This is an optimization exercise on Yosys and OpenROAD, whose aim is a short achievable clock period and few clock cycles, not a production implementation. In this exercise RTL edits were held to simulation tests only and were not proved equivalent to the original. No activity file was given, so power comes from the tool's default toggle rates.

==> inputs of run a <==
## bmc_core
module bmc_core (
    input  wire        clk,
    input  wire        rst,
    input  wire        cmd_valid,
    input  wire [1:0]  cmd_op,
    input  wire [15:0] cfg_stride,
    input  wire [15:0] cfg_count,
    input  wire [32:0] cfg_paylen,
    output wire [13:0] status,
    output wire [32:0] payload_len,
    output wire [35:0] payload_bits,
    output wire [32:0] produced,
    output reg         rin_re,
    output reg  [31:0] rin_addr,
    input  wire [7:0]  rin_rdata,
    output reg         pres_re,
    output reg         pres_we,
    output reg  [15:0] pres_addr,
    output reg         pres_wdata,
    input  wire        pres_rdata,
    output reg         pay_re,
    output reg         pay_we,
    output reg  [32:0] pay_addr,
    output reg  [7:0]  pay_wdata,
    input  wire [7:0]  pay_rdata,
    output reg         rout_we,
    output reg  [31:0] rout_addr,
    output reg  [7:0]  rout_wdata
);
    localparam ST_IDLE = 2'd0, ST_BUSY = 2'd1, ST_DONE = 2'd2, ST_ERROR = 2'd3;
    reg [1:0]  state_q;
    reg        busy_q;
    reg        err_q;             
    reg        err9_q;            
    reg [1:0]  last_op_q;
    reg [32:0] paylen_q;
    reg [35:0] wn_q;
    reg [32:0] total_q;
    assign status       = {last_op_q, 2'b00, err9_q, 1'b0, 3'b000, err_q, 2'b00, state_q};
    assign payload_len  = paylen_q;
    assign payload_bits = wn_q;
    assign produced     = total_q;
    wire accept = cmd_valid & (cmd_op[0] ^ cmd_op[1]) & ~busy_q;
    reg [15:0] s_q;
    reg [15:0] n_q;
    reg [32:0] pl_q;
    reg        op_enc_q;
  ...
Settings: LEC_CHECK=0, ABC_CLOCK_PERIOD_IN_PS=2500, CAP_MARGIN=20, CORE_MARGIN=2, CORE_UTILIZATION=65, PLACE_DENSITY=0.75, SLEW_MARGIN=20; clock period 10.0 ns.
standard.sh (not shown) runs the stock make flow with config.mk's settings and CLKGATE_MAP_FILE= SYNTH_SCRIPT=/design/flow/synth_recipe.tcl, a recipe that flattens the netlist after the stock synthesis.
==> flow/flow/run.sh <==
#!/bin/bash
# Standard ORFS layout, with timing repair aimed well below the clock period
# (repair margin on top of the design's SDC, which is left unchanged).
set -uo pipefail
bash standard.sh SETUP_SLACK_MARGIN=7.2 finish > standard_flow.log 2>&1
==> run b (differences from run a) <==
--- a/flow/design.v
+++ b/flow/design.v
@@ -271,14 +271,18 @@
     wire       in_rng  = ~rem_ok | rem_nz;
     wire [3:0] eb_n    = (prod & ~rem_ok) ? eb - 4'd1 : eb;
     wire       m_fin_n = m_busy & (m_cnt == 4'd1);
     wire [31:0] rem_load = m_acc - {28'd0, ec};
     wire d_finish = d_run & d_done & ~q_nemp & ~w_v & rem_ok;
-    wire rin_re_n  = e_iss;
-    wire pres_re_n = p_iss & ~d_finish;
+    wire s_is1q    = (s_q == 16'd1);
+    wire e_iss0    = start_enc & s_nz & n_nz;
+    wire p_iss0    = start_dec & s_nz & n_nz;
+    wire y_iss0    = p_iss0 & (|pl_q);
+    wire rin_re_n  = e_iss | e_iss0;
+    wire pres_re_n = (p_iss & ~d_finish) | p_iss0;
     wire pres_we_n = (pop & h_lir) | (e_run & s0mode & ~adone);
-    wire pay_re_n  = y_iss & ~d_finish;
+    wire pay_re_n  = (y_iss & ~d_finish) | y_iss0;
     wire pay_we_n  = e_run & (drn | (e_finish & (wl != 7'd0)));
     wire rout_we_n = d_run & prod & in_rng;
     reg [1:0]  state_s;
     reg        err_s, err9_s;
     reg [1:0]  last_op_s;
@@ -368,14 +372,14 @@
             if (start_dec) d_run <= 1'b1;
             if (d_finish)  d_run <= 1'b0;
         end
     end
     always @(posedge clk) begin
-        rin_addr   <= ra;
-        pres_addr  <= e_run ? pw : pr;
+        rin_addr   <= start_enc ? 32'd0 : ra;
+        pres_addr  <= start_dec ? 16'd0 : e_run ? pw : pr;
         pres_wdata <= npres & ~s0mode;
-        pay_addr   <= e_run ? paw : par;
+        pay_addr   <= start_dec ? 33'd0 : e_run ? paw : par;
         pay_wdata  <= acc[95:88];
         rout_addr  <= oi[31:0];
         rout_wdata <= w_data[31:24];
     end
     always @(posedge clk) begin
@@ -406,16 +410,18 @@
             q_lit[q_wp[1:0]]  <= t_lit | t_end;
             q_n[q_wp[1:0]]    <= (t_bg | t_fg) ? 3'd4 : t_lit ? tL : t_k;
             q_data[q_wp[1:0]] <= (act_abs | t_bg) ? 32'hFFFF_FFFF : t_fg ? 32'd0 : bb[77:46];
         end
         if (start_enc) begin
-            ra        <= 32'd0;
-            e_cl      <= s_q - 16'd1;
-            e_cp      <= 2'd0;
-            e_rl      <= n_q;
-            e_more    <= s_nz & n_nz;
-            e_occ     <= 4'd0;
+            ra        <= 32'd1;
+            rq_lic    <= s_is1q;
+            rq_lir    <= s_is1q;
+            e_cl      <= s_is1q ? 16'd0 : (s_q - 16'd2);
+            e_cp      <= s_is1q ? 2'd0 : 2'd1;
+            e_rl      <= s_is1q ? (n_q - 16'd1) : n_q;
+            e_more    <= e_iss0 & (~s_is1q | (n_q != 16'd1));
+            e_occ     <= {3'b000, e_iss0};
             f_wp      <= 4'd0;
             f_rp      <= 4'd0;
             cbuf      <= 24'd0;
             cpos      <= 2'd0;
             c00       <= 1'b1;
@@ -503,19 +509,19 @@
                 end
             end
             if (pay_we_n) paw <= paw + 33'd1;
         end
         if (start_dec) begin
-            pr        <= 16'd0;
-            pr_left   <= n_q;
-            pr_more   <= s_nz & n_nz;
-            p_occ     <= 3'd0;
+            pr        <= 16'd1;
+            pr_left   <= n_q - 16'd1;
+            pr_more   <= p_iss0 & (n_q != 16'd1);
+            p_occ     <= {2'b00, p_iss0};
             pf_wp     <= 3'd0;
             pf_rp     <= 3'd0;
-            par       <= 33'd0;
-            y_left    <= pl_q;
-            y_more    <= s_nz & n_nz & (|pl_q);
+            par       <= 33'd1;
+            y_left    <= pl_q - 33'd1;
+            y_more    <= y_iss0 & (pl_q != 33'd1);
             d_rows    <= n_q;
             rowq      <= 1'b0;
             d_eq1     <= (n_q == 16'd1);
             d_eq2     <= (n_q == 16'd2);
             d_done    <= ~(s_nz & n_nz);
@@ -555,11 +561,11 @@
                 m_fin  <= m_fin_n;
             end
             if (m_fin) begin
                 m_fin  <= 1'b0;
                 m_acc  <= rem_load;
-                rem_nz <= (rem_load != 32'd0);
+                rem_nz <= (m_acc != {28'd0, ec});
                 rem_ok <= 1'b1;
             end
             wgo <= ~m_fin_n & (m_fin | rem_ok | (eb_n != 4'd0));
             if (p_iss) begin
                 pr        <= pr + 16'd1;
==> flow_summary_export.csv <==
group,metric,value,unit
status,status,"finished clean",
setup_path,crit_type,"reg -> reg",
setup_path,cp_data_arrival_time,3.78,ns
layout,regArea,0.0352,mm^2
layout,final_cell_mix,"nand2_1, dfxtp_1, nor2_1",
yosys,synth_top_cell_area_share,28.5,%
The numbers above come from run a.

==> flow_summary_export.csv <==
group,metric,value,unit
status,status,"finished clean",
yosys,synth_top_cell_area_share,27.5,%
clock_network,cts-root-buf,"clkbuf_16",
layout,final_cell_mix,"nand2_1, dfxtp_1, nor2_1",
setup_path,crit_type,"reg -> out",
global_route,busiest_layer,"met2",
power,switching_share,30.2,%
setup_path,cpLargestDelayFamily,"flip-flops",
layout,final_area,0.0857,mm^2
global_route,grt_util_all_layers,38.4,%
The numbers above come from run b.

Testbench counts of run a, summed over its fixed seeds: cycles 121,355.
Testbench counts of run b, summed over its fixed seeds: cycles 121,163.

* * *

==> inputs of run R <==
bmc_core, a different RTL version from the one above (not shown whole).
clock: 10.0 ns
lec_check: 0
abc_clock_period_in_ps: 2500
cap_margin: 20
core_margin: 2
core_utilization: 40
place_density: 0.6
setup_slack_margin: 5
slew_margin: 20
run.sh (not shown) runs the stock make flow with config.mk's settings and CLKGATE_MAP_FILE= SYNTH_SCRIPT=/design/flow/synth_recipe.tcl, a recipe that flattens the netlist after the stock synthesis.
Stock flow here: none of the scripts above is used.
==> inputs of run B, as changes to run R <==
==> flow/flow/run.sh (new file) <==
#!/bin/bash
# Standard ORFS layout, with timing repair aimed well below the clock period
# (repair margin on top of the design's SDC, which is left unchanged).
set -uo pipefail
bash standard.sh SETUP_SLACK_MARGIN=7 finish > standard_flow.log 2>&1
==> flow/standard.sh (new file) <==
#!/bin/bash
# synth_recipe.tcl (not shown) runs the flow's synth.tcl, then flattens the netlist and writes it again
# the make line also repeats each setting of config.mk as NAME=value (left out here)
make -C /OpenROAD-flow-scripts/flow DESIGN_CONFIG=/design/flow/config.mk WORK_HOME=/design/flow/orfs CLKGATE_MAP_FILE= SYNTH_SCRIPT=/design/flow/synth_recipe.tcl "${@:-finish}"
- SETUP_SLACK_MARGIN: 5 -> not set
removed: flow/run.sh
==> inputs of run G, as changes to run R <==
- ABC_CLOCK_PERIOD_IN_PS: 2500 -> not set
- SETUP_SLACK_MARGIN: 5 -> not set
==> comparison <==
Run R produced a clean layout. Run B passed the timing, DRC and antenna checks. Run G finished clean. Power: run B > run R > run G. Hold slack, lowest first: run R, run B, run G. Count of clock-buffer cells in the layout: run B > run R > run G. In flip-flop and latch count, run R and run G do not differ. The lowest final cell count belongs to run G, the highest to run B. First-iteration DRC count, highest first: run B, run G, run R.
==> figures <==
|  | run B | run G | run R |
|---|---|---|---|
| Share of layout cells above drive strength 1 | 25.5% | 8.50% | 8.56% |
| Resize count post-CTS | 1900 | 0 | 0 |
| Result of the run | complete, no violations | complete, no violations | complete, no violations |
| Total chip power | 0.0141 W | 0.0137 W | 0.0139 W |
| Antenna diode count | 9 | 4 | 14 |
| Worst flop-to-flop path startpoint | tlast$_DFFE_PP_ | bcnt[2]$_SDFFCE_PP0P_ | bcnt[1]$_SDFFCE_PP0P_ |
| Switching power | 0.00359 W | 0.00354 W | 0.00349 W |
| Fin cells | 9798 | 9321 | 9336 |
| Via-per-instance ratio | 5.98 | 5.88 | 5.85 |
| Total routing usage reported by global routing | 25.2% | 23.2% | 22.9% |
| Final area over synthesized area | 1.275x | 1.151x | 1.156x |
| Seq power | 0.00673 W | 0.00672 W | 0.00672 W |
| Non-clock buffer area fraction after layout | 10.5% | 4.95% | 5.03% |
Testbench counts of run R, summed over its fixed seeds: cycles 121,376.
Testbench counts of run B, summed over its fixed seeds: cycles 121,376.
Testbench counts of run G, summed over its fixed seeds: cycles 121,376.

-- what the ideal ports hide --
How much do the figures lean on ideal ports? The routed layouts below were timed once more, with nothing changed but the port constraints.
Step 1: set_driving_cell puts a clkbuf_16 on clk and a buf_2 on each other input, an assumption about the parent block.
Step 2 moves the port delays by t, midway between the first and last clock arrival at a register: inputs arrive t later, outputs are due t later. That takes back most of the time a late clock gives input paths.
Slacks: no drivers / after step 1 / after step 2; pairs: no drivers / after step 1.
| run | t (ns) | slack for setup (ns) | slew at the worst register clock pin (ns) |
|---|---|---|---|
| run a of note 1 | 0.848 | 6.729 / 6.659 / 6.374 | 0.07 / 0.07 |
| run b of note 1 | 0.853 | 6.740 / 6.652 / 6.458 | 0.07 / 0.07 |
| run R of note 2 | 0.884 | 5.292 / 5.292 / 4.536 | 0.07 / 0.07 |
| run B of note 2 | 0.885 | 6.335 / 6.335 / 5.963 | 0.07 / 0.07 |
| run G of note 2 | 0.884 | 4.885 / 4.885 / 4.522 | 0.07 / 0.07 |
After both steps setup and hold are still met in every run listed. For run R of note 2, which loses most, drivers alone change the setup slack by 0.000 ns; drivers and shift together by -0.756 ns.
